Context: an optimization exercise on an open-source flow, tuned for small area, a short achievable clock period and few clock cycles per item. The choices shown serve that exercise and are no tape-out recipe.
The RTL was checked by simulation tests, not by an equivalence proof against the original design.

==> flow/design.v (excerpt) <==
module crsf_encoder (
    input  wire         clk,
    input  wire         rst,         
    input  wire         in_valid,
    output wire         in_ready,
    input  wire [255:0] in_ch,       
    output wire         out_valid,
    input  wire         out_ready,
    output wire [207:0] out_frame    
);
Size: about 7700 cells after synthesis, about 180 flip-flops, roughly 52000 µm² of cells after synthesis.
==> flow/config.mk <==
export PLATFORM = sky130hd
export DESIGN_NAME = crsf_encoder
export DESIGN_NICKNAME = crsf_encoder
export VERILOG_FILES = /design/flow/design.v
export SDC_FILE = /design/flow/constraint.sdc
export NUM_CORES = 4
export LEC_CHECK = 0
export ABC_AREA = 1
export CAP_MARGIN = 20
export CORE_MARGIN = 2
export CORE_UTILIZATION = 40
export SLEW_MARGIN = 20
==> flow/constraint.sdc <==
create_clock -name core_clock -period 22.0 [get_ports {clk}]
set_input_delay 4.4000 -clock core_clock [delete_from_list [all_inputs] [get_ports {clk}]]
set_output_delay 4.4000 -clock core_clock [all_outputs]
set_load 0.01 [all_outputs]
run.sh (not shown) runs the stock make flow with config.mk's settings and CLKGATE_MAP_FILE= SYNTH_SCRIPT=/design/flow/synth_recipe.tcl, a recipe that flattens the netlist after the stock synthesis.
The starting point reached the layout checks and failed them: setup timing.
Testbench counts at the start, summed over its fixed seeds: cycles 2,056, frames 2,048.
Then changed:
Settings changed: ABC_AREA 1 to default.
After rerunning:
- The new run completed without violations
- hold slack gains 0.011 ns
- cell area decreases by 5.6%
- utilization decreases by 6.3 points


Another version of the RTL of crsf_encoder (not shown whole).
Size: roughly 4,200 cells after synthesis, roughly 210 flip-flops, about 470 I/O pins, about 25,000 sq um of cells after synthesis.
export LEC_CHECK = 0
export CAP_MARGIN = 20
export CORE_MARGIN = 2
export CORE_UTILIZATION = 40
export CTS_BUF_LIST = sky130_fd_sc_hd__clkbuf_4
export SLEW_MARGIN = 20
create_clock -name core_clock -period 22.0 [get_ports {clk}]
standard.sh (not shown) runs the stock make flow with config.mk's settings and CLKGATE_MAP_FILE= SYNTH_SCRIPT=/design/flow/synth_recipe.tcl, a recipe that flattens the netlist after the stock synthesis.
==> flow/flow/run.sh <==
#!/bin/bash
# Standard ORFS layout (standard.sh) with these changes:
#  - synthesis: no full/half-adder extraction (ADDER_MAP_FILE empty) and
#    an area-oriented abc mapping script (flow/synth.tcl, flow/abc.script);
#  - port buffers are buf_1 cells instead of the default clkdlybuf4s50_1;
#  - repair_timing aims for 11.5 ns of setup slack (SETUP_SLACK_MARGIN),
#    so the resizer shortens the critical paths below the 22 ns period.
# The output of every tool goes to standard.log here.
set -o pipefail
bash standard.sh ADDER_MAP_FILE= SYNTH_SCRIPT=$PWD/flow/synth.tcl \
  "BUFFER_PORTS_ARGS=-buffer_cell sky130_fd_sc_hd__buf_1" SETUP_SLACK_MARGIN=11.5 finish > standard.log 2>&1
==> flow/flow/abc.script <==
strash; dc2; strash; dch -f; amap
==> flow/flow/synth.tcl <==
# synth_recipe.tcl with one change: the technology-mapping abc call runs
# flow/abc.script (area-oriented mapping) instead of ORFS's abc_area or
# abc_speed script. Registers are mapped by dfflibmap before abc and keep
# the standard synthesis's names and cell types.
set my_abc_script [file join [file dirname [file normalize [info script]]] abc.script]
proc synth {args} { yosys synth -nofsm -noshare {*}$args }
proc abc {args} {
  set i [lsearch $args -script]
  if {$i >= 0} { lset args [expr {$i+1}] $::my_abc_script }
  yosys abc {*}$args
}
source $::env(SCRIPTS_DIR)/synth.tcl
# left out here: clear keep_hierarchy, flatten, clean up, hide names made inside functions, write 1_2_yosys.v
The baseline passed the timing, DRC and antenna checks.
Testbench counts at the start, summed over its fixed seeds: cycles 2,056, frames 2,048.
Next try:
--- a/flow/flow/run.sh
+++ b/flow/flow/run.sh
@@ -5,3 +5,3 @@
 #  - port buffers are buf_1 cells instead of the default clkdlybuf4s50_1;
-#  - repair_timing aims for 11.5 ns of setup slack (SETUP_SLACK_MARGIN),
+#  - repair_timing aims for 11.8 ns of setup slack (SETUP_SLACK_MARGIN),
 #    so the resizer shortens the critical paths below the 22 ns period.
@@ -10,2 +10,2 @@
 bash standard.sh ADDER_MAP_FILE= SYNTH_SCRIPT=$PWD/flow/synth.tcl \
-  "BUFFER_PORTS_ARGS=-buffer_cell sky130_fd_sc_hd__buf_1" SETUP_SLACK_MARGIN=11.5 finish > standard.log 2>&1
+  "BUFFER_PORTS_ARGS=-buffer_cell sky130_fd_sc_hd__buf_1" SETUP_SLACK_MARGIN=11.8 finish > standard.log 2>&1
--- a/flow/config.mk
+++ b/flow/config.mk
@@ -9,3 +9,3 @@
 export CORE_MARGIN = 2
-export CORE_UTILIZATION = 40
+export CORE_UTILIZATION = 50
 export CTS_BUF_LIST = sky130_fd_sc_hd__clkbuf_4
Result:
- The changed run ran to the end with no violations
- final area climbs by about 0.8%
- wire length falls by about 5.6%
- synthesized cell count stays the same
- non-clock buffer count rose by 7
- utilization rises by 12 points


Another version of the RTL of crsf_encoder (not shown whole).
Size: roughly 210 flip-flops, roughly 470 I/O pins, roughly 25000 sq um of cells after synthesis.
Settings: LEC_CHECK=0, CAP_MARGIN=20, CORE_MARGIN=2, CORE_UTILIZATION=40, SLEW_MARGIN=20; clock period 22.0 ns.
==> flow/flow/run.sh <==
#!/bin/bash
# Standard ORFS layout (standard.sh) with these changes:
#  - synthesis: no full/half-adder extraction (ADDER_MAP_FILE empty) and
#    an area-oriented abc mapping script (flow/synth.tcl, flow/abc.script);
#  - port buffers are buf_1 cells instead of the default clkdlybuf4s50_1;
#  - repair_timing aims for 11.5 ns of setup slack (SETUP_SLACK_MARGIN),
#    so the resizer shortens the critical paths below the 22 ns period.
# The output of every tool goes to standard.log here.
set -o pipefail
bash standard.sh ADDER_MAP_FILE= SYNTH_SCRIPT=$PWD/flow/synth.tcl \
  "BUFFER_PORTS_ARGS=-buffer_cell sky130_fd_sc_hd__buf_1" SETUP_SLACK_MARGIN=11.5 finish > standard.log 2>&1
Scripts as last shown in full above: flow/flow/abc.script, flow/flow/synth.tcl
The first run ran to the end with no violations.
Testbench counts at the start, summed over its fixed seeds: cycles 2,056, frames 2,048.
Next try:
==> flow/flow/run.sh (replaced) <==
#!/bin/bash
# Standard ORFS layout (standard.sh) with these changes:
#  - synthesis: no full/half-adder extraction (ADDER_MAP_FILE empty) and
#    an area-oriented abc mapping script (flow/synth.tcl, flow/abc.script);
#  - port buffers are buf_1 cells instead of the default clkdlybuf4s50_1.
# The output of every tool goes to standard.log here.
set -o pipefail
bash standard.sh ADDER_MAP_FILE= SYNTH_SCRIPT=$PWD/flow/synth.tcl \
  "BUFFER_PORTS_ARGS=-buffer_cell sky130_fd_sc_hd__buf_1" finish > standard.log 2>&1
Settings changed: CORE_UTILIZATION 40 to 65.
After rerunning:
- fmax goes down by 13%
- die area went down by 38%
- utilization grows by 25 points
- global-route usage is higher by 12 points
- synthesized cell count stays the same
- first-iteration DRC count climbs by 50%
- routed wire length shrinks by 11%
- count of clock-buffer cells in the layout shrinks by 2
Next try:
Settings changed: CORE_UTILIZATION 65 to 40.
Register-to-register slack gets worse by 0.27 ns.
Final cell count came out higher by a few percent.
Die area came out higher by well over a third.
Synthesized cell count stays the same.
Area after synthesis does not change.
Setup slack gets better by 0.066 ns.
Sequential cell count is unchanged.


crsf_encoder, a different RTL version from the one above (not shown whole).
For scale: about 4,200 cells after synthesis, about 470 I/O pins.
==> flow/config.mk <==
export PLATFORM = sky130hd
export DESIGN_NAME = crsf_encoder
export DESIGN_NICKNAME = crsf_encoder
export VERILOG_FILES = /design/flow/design.v
export SDC_FILE = /design/flow/constraint.sdc
export NUM_CORES = 4
export LEC_CHECK = 0
export CAP_MARGIN = 20
export CORE_MARGIN = 2
export CORE_UTILIZATION = 55
export CTS_BUF_LIST = sky130_fd_sc_hd__clkbuf_8
export CTS_CLUSTER_DIAMETER = 60
export CTS_CLUSTER_SIZE = 20
export SLEW_MARGIN = 20
==> flow/constraint.sdc <==
create_clock -name core_clock -period 22.0 [get_ports {clk}]
set_input_delay 4.4000 -clock core_clock [delete_from_list [all_inputs] [get_ports {clk}]]
set_output_delay 4.4000 -clock core_clock [all_outputs]
set_load 0.01 [all_outputs]
==> flow/flow/run.sh <==
#!/bin/bash
# Standard ORFS layout (standard.sh) with these changes:
#  - synthesis: no full/half-adder extraction (ADDER_MAP_FILE empty) and
#    an area-oriented abc mapping script (flow/synth.tcl, flow/abc.script);
#  - port buffers are buf_1 cells instead of the default clkdlybuf4s50_1;
#  - repair_timing aims for 11.8 ns of setup slack (SETUP_SLACK_MARGIN),
#    so the resizer shortens the critical paths below the 22 ns period.
# The output of every tool goes to standard.log here.
set -o pipefail
bash standard.sh ADDER_MAP_FILE= SYNTH_SCRIPT=$PWD/flow/synth.tcl \
  "BUFFER_PORTS_ARGS=-buffer_cell sky130_fd_sc_hd__buf_1" SETUP_SLACK_MARGIN=11.8 finish > standard.log 2>&1
Scripts as last shown in full above: flow/flow/abc.script, flow/flow/synth.tcl
Testbench counts at the start, summed over its fixed seeds: cycles 2,056, frames 2,048.
Edit:
--- a/flow/flow/run.sh
+++ b/flow/flow/run.sh
@@ -5,3 +5,3 @@
 #  - port buffers are buf_1 cells instead of the default clkdlybuf4s50_1;
-#  - repair_timing aims for 11.8 ns of setup slack (SETUP_SLACK_MARGIN),
+#  - repair_timing aims for 12.5 ns of setup slack (SETUP_SLACK_MARGIN),
 #    so the resizer shortens the critical paths below the 22 ns period.
@@ -10,2 +10,2 @@
 bash standard.sh ADDER_MAP_FILE= SYNTH_SCRIPT=$PWD/flow/synth.tcl \
-  "BUFFER_PORTS_ARGS=-buffer_cell sky130_fd_sc_hd__buf_1" SETUP_SLACK_MARGIN=11.8 finish > standard.log 2>&1
+  "BUFFER_PORTS_ARGS=-buffer_cell sky130_fd_sc_hd__buf_1" SETUP_SLACK_MARGIN=12.5 finish > standard.log 2>&1
CORE_UTILIZATION = 40   (was 55)
CTS_BUF_LIST = unset   (was sky130_fd_sc_hd__clkbuf_8)
CTS_CLUSTER_DIAMETER = unset   (was 60)
CTS_CLUSTER_SIZE = unset   (was 20)
Fmax grows slightly.
Critical path depth came out higher by 10.
Clock-buffer cell count climbs by 8.
Flip-flop and latch count is unchanged.
Register-to-register slack degrades by 0.41 ns.
Edit:
--- a/flow/flow/run.sh
+++ b/flow/flow/run.sh
@@ -5,3 +5,3 @@
 #  - port buffers are buf_1 cells instead of the default clkdlybuf4s50_1;
-#  - repair_timing aims for 12.5 ns of setup slack (SETUP_SLACK_MARGIN),
+#  - repair_timing aims for 12.1 ns of setup slack (SETUP_SLACK_MARGIN),
 #    so the resizer shortens the critical paths below the 22 ns period.
@@ -10,2 +10,2 @@
 bash standard.sh ADDER_MAP_FILE= SYNTH_SCRIPT=$PWD/flow/synth.tcl \
-  "BUFFER_PORTS_ARGS=-buffer_cell sky130_fd_sc_hd__buf_1" SETUP_SLACK_MARGIN=12.5 finish > standard.log 2>&1
+  "BUFFER_PORTS_ARGS=-buffer_cell sky130_fd_sc_hd__buf_1" SETUP_SLACK_MARGIN=12.1 finish > standard.log 2>&1
CTS_BUF_LIST = sky130_fd_sc_hd__clkbuf_4   (was unset)
Effect: The new run went through all stages and came out clean; core utilization fell by 6.4 points; setup slack improved by 0.15 ns; hold slack improved by 0.0047 ns; cell area fell by roughly a tenth.
Edit:
--- a/flow/flow/run.sh
+++ b/flow/flow/run.sh
@@ -5,3 +5,3 @@
 #  - port buffers are buf_1 cells instead of the default clkdlybuf4s50_1;
-#  - repair_timing aims for 12.1 ns of setup slack (SETUP_SLACK_MARGIN),
+#  - repair_timing aims for 11.3 ns of setup slack (SETUP_SLACK_MARGIN),
 #    so the resizer shortens the critical paths below the 22 ns period.
@@ -10,2 +10,2 @@
 bash standard.sh ADDER_MAP_FILE= SYNTH_SCRIPT=$PWD/flow/synth.tcl \
-  "BUFFER_PORTS_ARGS=-buffer_cell sky130_fd_sc_hd__buf_1" SETUP_SLACK_MARGIN=12.1 finish > standard.log 2>&1
+  "BUFFER_PORTS_ARGS=-buffer_cell sky130_fd_sc_hd__buf_1" SETUP_SLACK_MARGIN=11.3 finish > standard.log 2>&1
After rerunning: Core utilization is lower by 3.7 points; worst setup slack degrades by 0.64 ns; wire length drops by 4.0%; final area shrinks by 7.4%; global-route usage shrinks by 0.23 points; worst hold slack improves by 0.020 ns; non-clock buffer count came out lower by 83.


RTL: one of the versions met above, not the one the previous note started from.
For scale: roughly 4200 cells after synthesis, about 470 I/O pins.
export LEC_CHECK = 0
export CAP_MARGIN = 20
export CORE_MARGIN = 2
export CORE_UTILIZATION = 60
export CTS_BUF_LIST = sky130_fd_sc_hd__clkbuf_4
export SLEW_MARGIN = 20
create_clock -name core_clock -period 22.0 [get_ports {clk}]
==> flow/flow/run.sh <==
#!/bin/bash
# Standard ORFS layout (standard.sh) with these changes:
#  - synthesis: no full/half-adder extraction (ADDER_MAP_FILE empty) and
#    an area-oriented abc mapping script (flow/synth.tcl, flow/abc.script);
#  - port buffers are buf_1 cells instead of the default clkdlybuf4s50_1;
#  - repair_timing aims for 11.8 ns of setup slack (SETUP_SLACK_MARGIN),
#    so the resizer shortens the critical paths below the 22 ns period.
# The output of every tool goes to standard.log here.
set -o pipefail
bash standard.sh ADDER_MAP_FILE= SYNTH_SCRIPT=$PWD/flow/synth.tcl \
  "BUFFER_PORTS_ARGS=-buffer_cell sky130_fd_sc_hd__buf_1" SETUP_SLACK_MARGIN=11.8 finish > standard.log 2>&1
Scripts as last shown in full above: flow/flow/abc.script, flow/flow/synth.tcl
Testbench counts at the start, summed over its fixed seeds: cycles 2,056, frames 2,048.
Then changed:
CORE_UTILIZATION = 40   (was 60)
Effect:
- setup slack gets better by 64 ps
- synthesized cell count does not change
- global-route usage shrinks by 9.3 points
- critical path depth grows by 16
- first-iteration DRC count shrinks by 24%
- design area grows by 1.8%


crsf_encoder, a different RTL version from the one above (not shown whole).
For scale: about 4100 cells after synthesis, roughly 210 flip-flops, roughly 25000 um2 of cells after synthesis.
==> flow/config.mk <==
export PLATFORM = sky130hd
export DESIGN_NAME = crsf_encoder
export DESIGN_NICKNAME = crsf_encoder
export VERILOG_FILES = /design/flow/design.v
export SDC_FILE = /design/flow/constraint.sdc
export NUM_CORES = 4
export LEC_CHECK = 0
export CAP_MARGIN = 20
export CORE_MARGIN = 2
export CORE_UTILIZATION = 50
export CTS_BUF_LIST = sky130_fd_sc_hd__clkbuf_4
export SLEW_MARGIN = 20
==> flow/constraint.sdc <==
create_clock -name core_clock -period 22.0 [get_ports {clk}]
set_input_delay 4.4000 -clock core_clock [delete_from_list [all_inputs] [get_ports {clk}]]
set_output_delay 4.4000 -clock core_clock [all_outputs]
set_load 0.01 [all_outputs]
Scripts as last shown in full above: flow/flow/run.sh, flow/flow/abc.script, flow/flow/synth.tcl
The first run finished clean.
Testbench counts at the start, summed over its fixed seeds: cycles 2,056, frames 2,048.
Edit:
- CORE_UTILIZATION: 50 -> 40
Setup slack improves by 51 ps.
Critical path depth falls by 4.
Global-route usage drops by 4.2 points.
Final cell count goes up by 3.6%.
Worst hold slack degrades by 3.8 ps.
Die area increases by 25%.

-- re-timing with driven ports --
How much do the figures lean on ideal ports? The routed layouts below were timed once more, with nothing changed but the port constraints. Step 1 assumes that a clkbuf_16 drives the clock port and a buf_2 every other input. Step 2 adds t to the input delays and takes it off the output delays; t is the mean of the earliest and latest rising clock arrival at the registers after step 1. Input paths then give back, and output paths get back, about the clock's delay inside the block. Three values: no drivers, after step 1, after step 2; two values: the first two.
run | t (ns) | setup WS [ns] | latest minus earliest clock arrival (ns)
the first run of note 1 | 0.596 | -3.648 / -3.718 / -3.122 | 0.031 / 0.032
the second run of note 1 | 0.564 | 5.951 / 5.890 / 6.454 | 0.032 / 0.032
the first run of note 2 | 0.824 | 11.891 / 11.831 / 11.300 | 0.048 / 0.049
the second run of note 2 | 0.828 | 12.226 / 12.172 / 11.504 | 0.070 / 0.071
the first run of note 3 | 0.585 | 11.911 / 11.948 / 11.364 | 0.013 / 0.013
the second run of note 3 | 0.583 | 10.459 / 10.495 / 9.912 | 0.010 / 0.011
the third run of note 3 | 0.605 | 10.525 / 10.563 / 9.958 | 0.016 / 0.016
the first run of note 4 | 0.645 | 12.190 / 12.136 / 11.590 | 0.037 / 0.037
the second run of note 4 | 0.595 | 12.337 / 12.347 / 11.751 | 0.019 / 0.019
the third run of note 4 | 0.808 | 12.482 / 12.491 / 11.707 | 0.042 / 0.041
the fourth run of note 4 | 0.826 | 11.839 / 11.787 / 11.203 | 0.055 / 0.056
the first run of note 5 | 0.760 | 12.116 / 12.063 / 11.419 | 0.077 / 0.077
the second run of note 5 | 0.806 | 12.180 / 12.132 / 11.411 | 0.052 / 0.052
the first run of note 6 | 0.839 | 12.138 / 12.084 / 11.467 | 0.049 / 0.050
the second run of note 6 | 0.811 | 12.189 / 12.135 / 11.443 | 0.064 / 0.064
For the third run of note 4, which loses most, drivers alone change the setup slack by +0.009 ns; drivers and shift together by -0.775 ns.
